Background: an optimization exercise with open tools, aiming at small area, a short achievable clock period and few clock cycles per item. Do not read the settings as production practice. The RTL was checked by simulation tests, not by an equivalence proof against the original design. Power is estimated from default activity; no workload was simulated.

==> flow/design.v <==
module bemu_alu (
    input  wire        clk,
    input  wire        rst,
    input  wire        start,
    input  wire [7:0]  op,
    input  wire [3:0]  size,
    input  wire [63:0] a,
    input  wire [63:0] b,
    input  wire [63:0] rflag,
    output wire        done,
    output wire [63:0] result,
    output wire        taken,
    output wire        fault
);
    wire [4:0] o = op[4:0];
    wire op_mov = (o == 5'h04);
    wire op_add = (o == 5'h07);
    wire op_sub = (o == 5'h08);
    wire op_mul = (o == 5'h09);
    wire op_div = (o == 5'h0A);
    wire op_mod = (o == 5'h0B);
    wire op_inc = (o == 5'h0C);
    wire op_dec = (o == 5'h0D);
    wire op_cmp = (o == 5'h0E);
    wire op_divmod = op_div | op_mod;
    wire k8  = size[1] | size[2] | size[3];    
    wire k16 = size[2] | size[3];              
    wire k32 = size[3];                        
    wire [63:0] mask = {{32{k32}}, {16{k16}}, {8{k8}}, 8'hFF};
    wire [63:0] am = a & mask;
    wire [63:0] bm = b & mask;
    wire sa = size[0] ? a[7] : size[1] ? a[15] : size[2] ? a[31] : a[63];
    wire sb = size[0] ? b[7] : size[1] ? b[15] : size[2] ? b[31] : b[63];
    wire [63:0] as_ = am | (~mask & {64{sa}});
    wire [63:0] bs_ = bm | (~mask & {64{sb}});
    wire bz = (bm == 64'd0);
    wire fz = (rflag == 64'd0);
    wire fn = rflag[63];
    reg  cond;
    always @(*) begin
        case (o)
            5'h0F:   cond = fz;
            5'h10:   cond = !fz;
            5'h11:   cond = fn;
            5'h12:   cond = !fn && !fz;
            5'h13:   cond = fn || fz;
            5'h14:   cond = !fn;
            default: cond = 1'b0;
        endcase
    end
    wire [63:0] x_in = op_cmp ? as_ :
                       (op_add | op_sub | op_inc | op_dec) ? am : 64'd0;
    wire [63:0] y_in = op_cmp ? ~bs_ :
                       op_sub ? (~b & mask) :
                       (op_add | op_mov) ? bm :
                       op_dec ? mask : 64'd0;
    wire c_in = op_sub | op_cmp | op_inc;
    wire [7:0] anz, bnz;
    genvar gi;
    generate for (gi = 0; gi < 8; gi = gi + 1) begin : g_nz
        assign anz[gi] = |am[8*gi+7:8*gi];
        assign bnz[gi] = |bm[8*gi+7:8*gi];
    end endgenerate
    wire [7:0] ath, bth;    
    assign ath[7] = anz[7];
    assign bth[7] = bnz[7];
    generate for (gi = 6; gi >= 0; gi = gi - 1) begin : g_th
        assign ath[gi] = ath[gi+1] | anz[gi];
        assign bth[gi] = bth[gi+1] | bnz[gi];
    end endgenerate
    wire a_short = |(bth & ~ath);
    localparam S_IDLE = 2'd0, S_NORM = 2'd1, S_DIV = 2'd2, S_MUL = 2'd3;
    reg  [1:0]  st;
    reg         done_r, taken_r, fault_r;
    reg  [63:0] R, D, Q, E;
    reg         cin;
    reg         kill8, kill16, kill32;    
    reg         g8, g16, g32;             
    reg         is_mod;
    reg  [5:0]  cnt;
    assign done   = done_r;
    assign taken  = taken_r;
    assign fault  = fault_r;
    wire [64:0] sum = {1'b0, R} + {1'b0, D} + {64'd0, cin};
    wire        ge  = sum[64];
    assign result = {sum[63:33], sum[32] & ~kill32, sum[31:17], sum[16] & ~kill16,
                     sum[15:9], sum[8] & ~kill8, sum[7:0]};
    wire [63:0] rmask = {{32{g32}}, {16{g16}}, {8{g8}}, 8'hFF};
    wire [63:0] p0 = E & {64{Q[0]}};
    wire [63:0] p1 = {E[62:0], 1'b0} & {64{Q[1]}};
    wire [63:0] s1 = R ^ D ^ p0;
    wire [63:0] c1 = {(R[62:0] & D[62:0]) | (R[62:0] & p0[62:0]) | (D[62:0] & p0[62:0]), 1'b0};
    wire [63:0] s2 = s1 ^ c1 ^ p1;
    wire [63:0] c2 = {(s1[62:0] & c1[62:0]) | (s1[62:0] & p1[62:0]) | (c1[62:0] & p1[62:0]), 1'b0};
    wire        mul_last = (Q[63:2] == 62'd0);
    function automatic [6:0] clz64(input [63:0] v);
        integer i;
        begin
            clz64 = 7'd64;
            for (i = 0; i < 64; i = i + 1)
                if (v[i]) clz64 = 7'd63 - i[6:0];
        end
    endfunction
    wire [6:0] za = clz64(R);
    wire [6:0] zb = clz64(E);
    wire [7:0] dd = {1'b0, zb} - {1'b0, za};
    wire       a_lt = dd[7];           
    wire [63:0] e_sh = E << dd[5:0];
    wire [63:0] q_next = {Q[62:0], ge};
    always @(posedge clk) begin
        if (rst) begin
            st     <= S_IDLE;
            done_r <= 1'b0;
        end else begin
            case (st)
                S_IDLE: begin
                    done_r <= 1'b0;
                    if (start) begin
                        taken_r <= cond;
                        fault_r <= op_divmod & bz;
                        kill8   <= ~op_cmp & size[0];
                        kill16  <= ~op_cmp & size[1];
                        kill32  <= ~op_cmp & size[2];
                        g8      <= k8;
                        g16     <= k16;
                        g32     <= k32;
                        is_mod  <= op_mod;
                        if (op_mul) begin
                            st  <= S_MUL;
                            R   <= 64'd0;
                            D   <= 64'd0;
                            cin <= 1'b0;
                            Q   <= a_short ? am : bm;
                            E   <= a_short ? bm : am;
                        end else if (op_divmod & ~bz) begin
                            st  <= S_NORM;
                            R   <= am;
                            E   <= bm;
                            Q   <= 64'd0;
                            cin <= 1'b1;
                            kill8  <= 1'b0;
                            kill16 <= 1'b0;
                            kill32 <= 1'b0;
                        end else begin
                            done_r <= 1'b1;
                            R   <= x_in;
                            D   <= y_in;
                            cin <= c_in;
                        end
                    end
                end
                S_MUL: begin
                    R <= s2 & rmask;
                    D <= c2 & rmask;
                    Q <= {2'b00, Q[63:2]};
                    E <= {E[61:0], 2'b00};
                    if (mul_last) begin
                        st     <= S_IDLE;
                        done_r <= 1'b1;
                    end
                end
                S_NORM: begin
                    if (a_lt) begin
                        st     <= S_IDLE;
                        done_r <= 1'b1;
                        if (!is_mod) R <= 64'd0;
                        D   <= 64'd0;
                        cin <= 1'b0;
                    end else begin
                        st  <= S_DIV;
                        D   <= ~e_sh;
                        cnt <= dd[5:0];
                    end
                end
                S_DIV: begin
                    Q   <= q_next;
                    D   <= {1'b1, D[63:1]};
                    cnt <= cnt - 6'd1;
                    if (ge) R <= sum[63:0];
                    if (cnt == 6'd0) begin
                        st     <= S_IDLE;
                        done_r <= 1'b1;
                        D      <= 64'd0;
                        cin    <= 1'b0;
                        if (!is_mod) R <= q_next;
                    end
                end
            endcase
        end
    end
endmodule
==> flow/config.mk <==
export PLATFORM = sky130hd
export DESIGN_NAME = bemu_alu
export DESIGN_NICKNAME = bemu_alu
export VERILOG_FILES = /design/flow/design.v
export SDC_FILE = /design/flow/constraint.sdc
export NUM_CORES = 4
export LEC_CHECK = 0
export CAP_MARGIN = 20
export CORE_MARGIN = 2
export CORE_UTILIZATION = 40
export SLEW_MARGIN = 20
==> flow/run.sh <==
#!/bin/bash
# synth_recipe.tcl (not shown) runs the flow's synth.tcl, then flattens the netlist and writes it again
# the make line also repeats each setting of config.mk as NAME=value (left out here)
make -C /OpenROAD-flow-scripts/flow DESIGN_CONFIG=/design/flow/config.mk WORK_HOME=/design/flow/orfs CLKGATE_MAP_FILE= SYNTH_SCRIPT=/design/flow/synth_recipe.tcl finish
==> flow/constraint.sdc <==
create_clock -name core_clock -period 12.0 [get_ports {clk}]
set_input_delay 2.4000 -clock core_clock [delete_from_list [all_inputs] [get_ports {clk}]]
set_output_delay 2.4000 -clock core_clock [all_outputs]
set_load 0.01 [all_outputs]
==> summary.txt <==
- Result of the run: no timing/DRC/antenna violations
- Transition at the pin with the smallest max-transition slack: 1.270 ns
- Synthesized netlist net count: 3791
- Hold buffer count at cts: 0
- Count of final hold-check violations: 0
- Number of violations of the max-capacitance limit: 0
- Die Span Y: 277.5 µm
- Area after DPL: 33290 µm²
- Number of buffer cells added on primary ports: 270
- Half-perimeter wire length of the detailed placement result: 99.76 mm
- Final Cycle Share: 64.90%
- Number of violations reported at the end of detailed-routing iteration 0: 4636
- Via density per instance: 6.929
- Clock period minus final worst setup slack: 7.787 ns
- Worst Path Required: 9.60 ns
- Final cell area excluding filler cells: 34560 µm²
- Post-synth EDFFs: 272
- Net count, final: 3860
- Largest net degree at the start of global routing: 67
- Clk network pwr share: 16.3%
- Clock tree root buffer cell: clkbuf_16
- Peak supply drop: 120.1 µV
- Number of placement rows: 100
- Switching power of the nets: 3.549 mW
- H-Tree Depth: 2
- Headroom to the max-slew limit: 13.13%
- Wire length of the first global-routing pass: 198.1 mm
- Mapped cell area: 29920 µm²
- Design internal power: 3.672 mW
- Ratio of cells with drive above 1 in the final layout: 7.533%
- Class of the tightest hold or removal check: reg -> reg
- Unrepaired setup endpoints after global routing: no
- Setup Crit Path Kind: reg -> out
- Number of top-level pins: 274
- Kind of capture point of the worst setup path: primary output
- Number of global-route vias before repair: 28.92k
- Number of buffers created by CTS: 37
- Number of sinks on the clock net: 275
- Initial antenna violation count: 3
- Die Width: 277.5 µm
- Die Outline Area: 77020 µm²
- Grt total ovfl: 0
- Slew Limit Fails: 0
- Clock-pin transition on the worst setup and hold timing paths: 0.07 ns
- Area of the core region: 74200 µm²
- Synth async-reset ratio: 0%
- Setup TNS: 0 ns
- P&R area growth vs syn: 15.49%
- DRT antenna net count: 0
- Combinational group share of total power: 61.8%
- First drt pass iteration count: 10
- Share of the yosys chip area belonging to registers: 27.50%
- Number of endpoints failing setup at the final stage: 0
- Worst-path fanout max: 6
- Synthesized area divided by synthesized cell count: 8.851 µm²
- Gpl congestion: 0.9842
- Number of buffers on the longest clock path: 3
- Total vias in the final route: 30.82k
- DRT Wirelength: 134.9 mm
- Switching Fraction: 49.15%
- Average wire length per cell after detail routing: 30.33 µm
- Maximum clock rate: 128.4 MHz
- Sequential cell fraction of total power: 21.8%
- Starting density of the core: 40.33%
- Worst Clk Skew: 0.03326 ns
- Dominant register cell in the synthesized netlist: edfxtp_1
- Filler Cell Count: 7311
- CTS tree: yes
- Setup fix buffers added after clock tree synthesis: 0
- Number of synthesized register bits: 275
- Resize count post-CTS: 0
- Leakage: 12.55 nW
- Clock Latency Late Sink: 0.58 ns
- All-layer global routing usage: 34.15%
- Number of library cell types mapped by synthesis: 90
- Endpoint arrival time on the critical path: 5.39 ns
- Nature of the critical path startpoint: flip-flop
- Count of synthesis-stage warnings from yosys: 1
- Count of mapped cells out of synthesis: 3381
- Power per standard cell area: 208.9 nW/µm²
- Total DRC errors in the routed layout: 0
## registers in the layout (all words and copies together), names as in the netlist
register,cells
is_mod,1
cin,1
st,2
cnt,6
kill32,1
taken_r,1
R,64
g8,1
kill8,1
D,64
g32,1
g16,1
fault_r,1
done_r,1
Q,64
kill16,1
E,64
## cell type report
cell class                 instances  area [µm²]  share of cell area (%)
multi-input combinational       2742       20490                   59.28
sequential                       275        8228                   23.81
timing repair buffer             326        3158                   9.138
tap                              969        1212                   3.508
clock buffer                      47        1005                   2.907
inverter                          68       255.2                  0.7386
clock inverter                    20       211.5                  0.6119
antenna                            1       2.502                0.007241
## worst max-delay path, stage by stage (launching register included)
cell             delay [ns]
edfxtp_1               0.51
fa_1                   0.49
inv_1                  0.09
fa_1                   0.22
nor2b_1                0.08
o31a_1                 0.31
o41ai_2                0.71
a21o_2                 0.42
a211oi_1               0.25
o21ai_0                0.32
nand2_1                0.21
a2111oi_0              0.42
a311o_1                0.22
clkdlybuf4s50_1        0.55
## synthesized netlist by cell type (13+ instances only)
cell type	count	area [µm²]
xnor2_1	44	385.4
a211oi_1	27	202.7
o22ai_1	14	87.58
o21ai_1	21	105.1
edfxtp_1	272	8168
o31ai_1	45	337.8
mux2_2	15	168.9
a222oi_1	71	710.7
ha_1	75	938.4
inv_1	68	255.2
a31oi_1	18	112.6
a221o_1	80	800.8
o21ai_0	305	1526
nor2_1	191	716.9
buf_1	15	56.30
nor4_1	94	588.1
xor2_1	26	227.7
nand3_1	167	835.8
a22oi_1	58	435.4
and3_1	27	168.9
nand2_1	352	1321
o21bai_1	17	127.6
nor2b_1	29	181.4
and2_1	139	869.6
a21oi_1	230	1151
or4_1	13	97.59
clkbuf_1	234	878.3
nand2b_1	18	112.6
mux2i_1	170	1702
nand4_1	48	300.3
a221oi_1	15	131.4
o211ai_1	28	210.2
mux4_2	59	1329
fa_1	128	2562
a21o_1	32	240.2
nor3_1	38	190.2
buf_2	32	160.2
## power by group through the flow
stage / Clock [mW] / Sequential, mW / Combinational (mW)
after detailed placement: 0 / 1.59 / 4.32
after global placement: 0 / 1.59 / 4.31
after global routing: 1.21 / 1.59 / 4.75
after floorplan: 0 / 1.45 / 2.78
final: 1.18 / 1.58 / 4.46
after CTS: 1.18 / 1.57 / 4.35
## path summary, 6_finish.rpt
kind                from    endpoint  slack [ns]  depth (start not counted)
setup / recovery    R[0]  result[42]        4.21                         13
hold / removal    done_r      done_r        0.57                          2
setup reg to reg    R[1]       D[56]        4.31                         20
hold reg to reg   done_r      done_r        0.57                          2
## routing by layer
layer  wire length, µm  global-route usage [%]  up-vias  part of all wire (%)
met5                15                       0        -                 0.011
met4              7933                   17.53        2                   5.9
met3             14960                   6.165      368                    11
met2             59500                   52.30     2220                    44
met1             52490                   46.17    15117                    39
li1                  -                       -    13115                     -
## cells in the final DEF (no fill, tap or decap), types with 35 or more instances in the layout
| master | netlist | layout |
|---|---|---|
| clkdlybuf4s50_1 | 0 | 269 |
| nor2_1 | 191 | 186 |
| a221o_1 | 80 | 80 |
| a222oi_1 | 71 | 71 |
| buf_4 | 8 | 54 |
| xnor2_1 | 44 | 40 |
| a22oi_1 | 58 | 58 |
| nand3_1 | 167 | 167 |
| inv_1 | 68 | 68 |
| and2_1 | 139 | 138 |
| a21oi_1 | 230 | 225 |
| ha_1 | 75 | 71 |
| o21ai_0 | 305 | 305 |
| nor3_1 | 38 | 35 |
| nand4_1 | 48 | 48 |
| clkbuf_16 | 0 | 38 |
| o31ai_1 | 45 | 44 |
| nor4_1 | 94 | 93 |
| fa_1 | 128 | 127 |
| nand2_1 | 352 | 349 |
| mux4_2 | 59 | 59 |
| mux2i_1 | 170 | 170 |
| edfxtp_1 | 272 | 272 |
## cell families after synthesis
logic type	share of synthesized area, %
and+or+nand+nor	18.86
AOI/OAI and AO/OA	24.24
buffers and inverters	4.934
DFF	27.50
muxes	10.69
adders and majority gates	11.73
xor gates and xnor gates	2.049
## per-stage QoR
| stage | total power [mW] | hold WS, ns | utilization [%] | worst slack, ns | instances |
|---|---|---|---|---|---|
| 5_1_grt | 7.558 | 0.6036 | 46.58 | 3.857 | 4447 |
| 4_1_cts | 7.105 | 0.5627 | 46.50 | 4.367 | 4445 |
| 3_5_place_dp | 5.909 | 0.5521 | 44.86 | 4.638 | 4378 |
| 6_report | 7.221 | 0.5665 | 46.58 | 4.213 | 4448 |
| 2_1_floorplan | 4.236 | 0.5071 | - | 3.643 | 3381 |
| 3_3_place_gp | 5.897 | 0.5490 | 44.86 | 4.688 | 4378 |
Testbench counts, summed over its fixed seeds: cycles 29,586, ops 12,000.

[separate check: timing with driven ports]
No port has a modelled driver above. Below, the same layout with a new extraction and two added sets of constraints. Step 1: set_driving_cell puts a clkbuf_16 on clk and a buf_2 on each other input, an assumption about the parent block. Step 2 also shifts input and output timing later by t, the mid clock arrival at the registers, as if the neighbouring blocks saw the same clock. a / b / c = ideal / step 1 / step 2; a / b = the first two.
shift t [ns]: 0.637
setup WS [ns]: 4.213 / 4.142 / 4.306
hold slack, ns: 0.567 / 0.567 / 0.567
worst setup path at the end: register to register
clock arrival spread, ns: 0.033 / 0.033
After both steps setup and hold are still met in this run. The setup slack of this run moves by -0.071 ns with the drivers and by +0.093 ns with both steps.
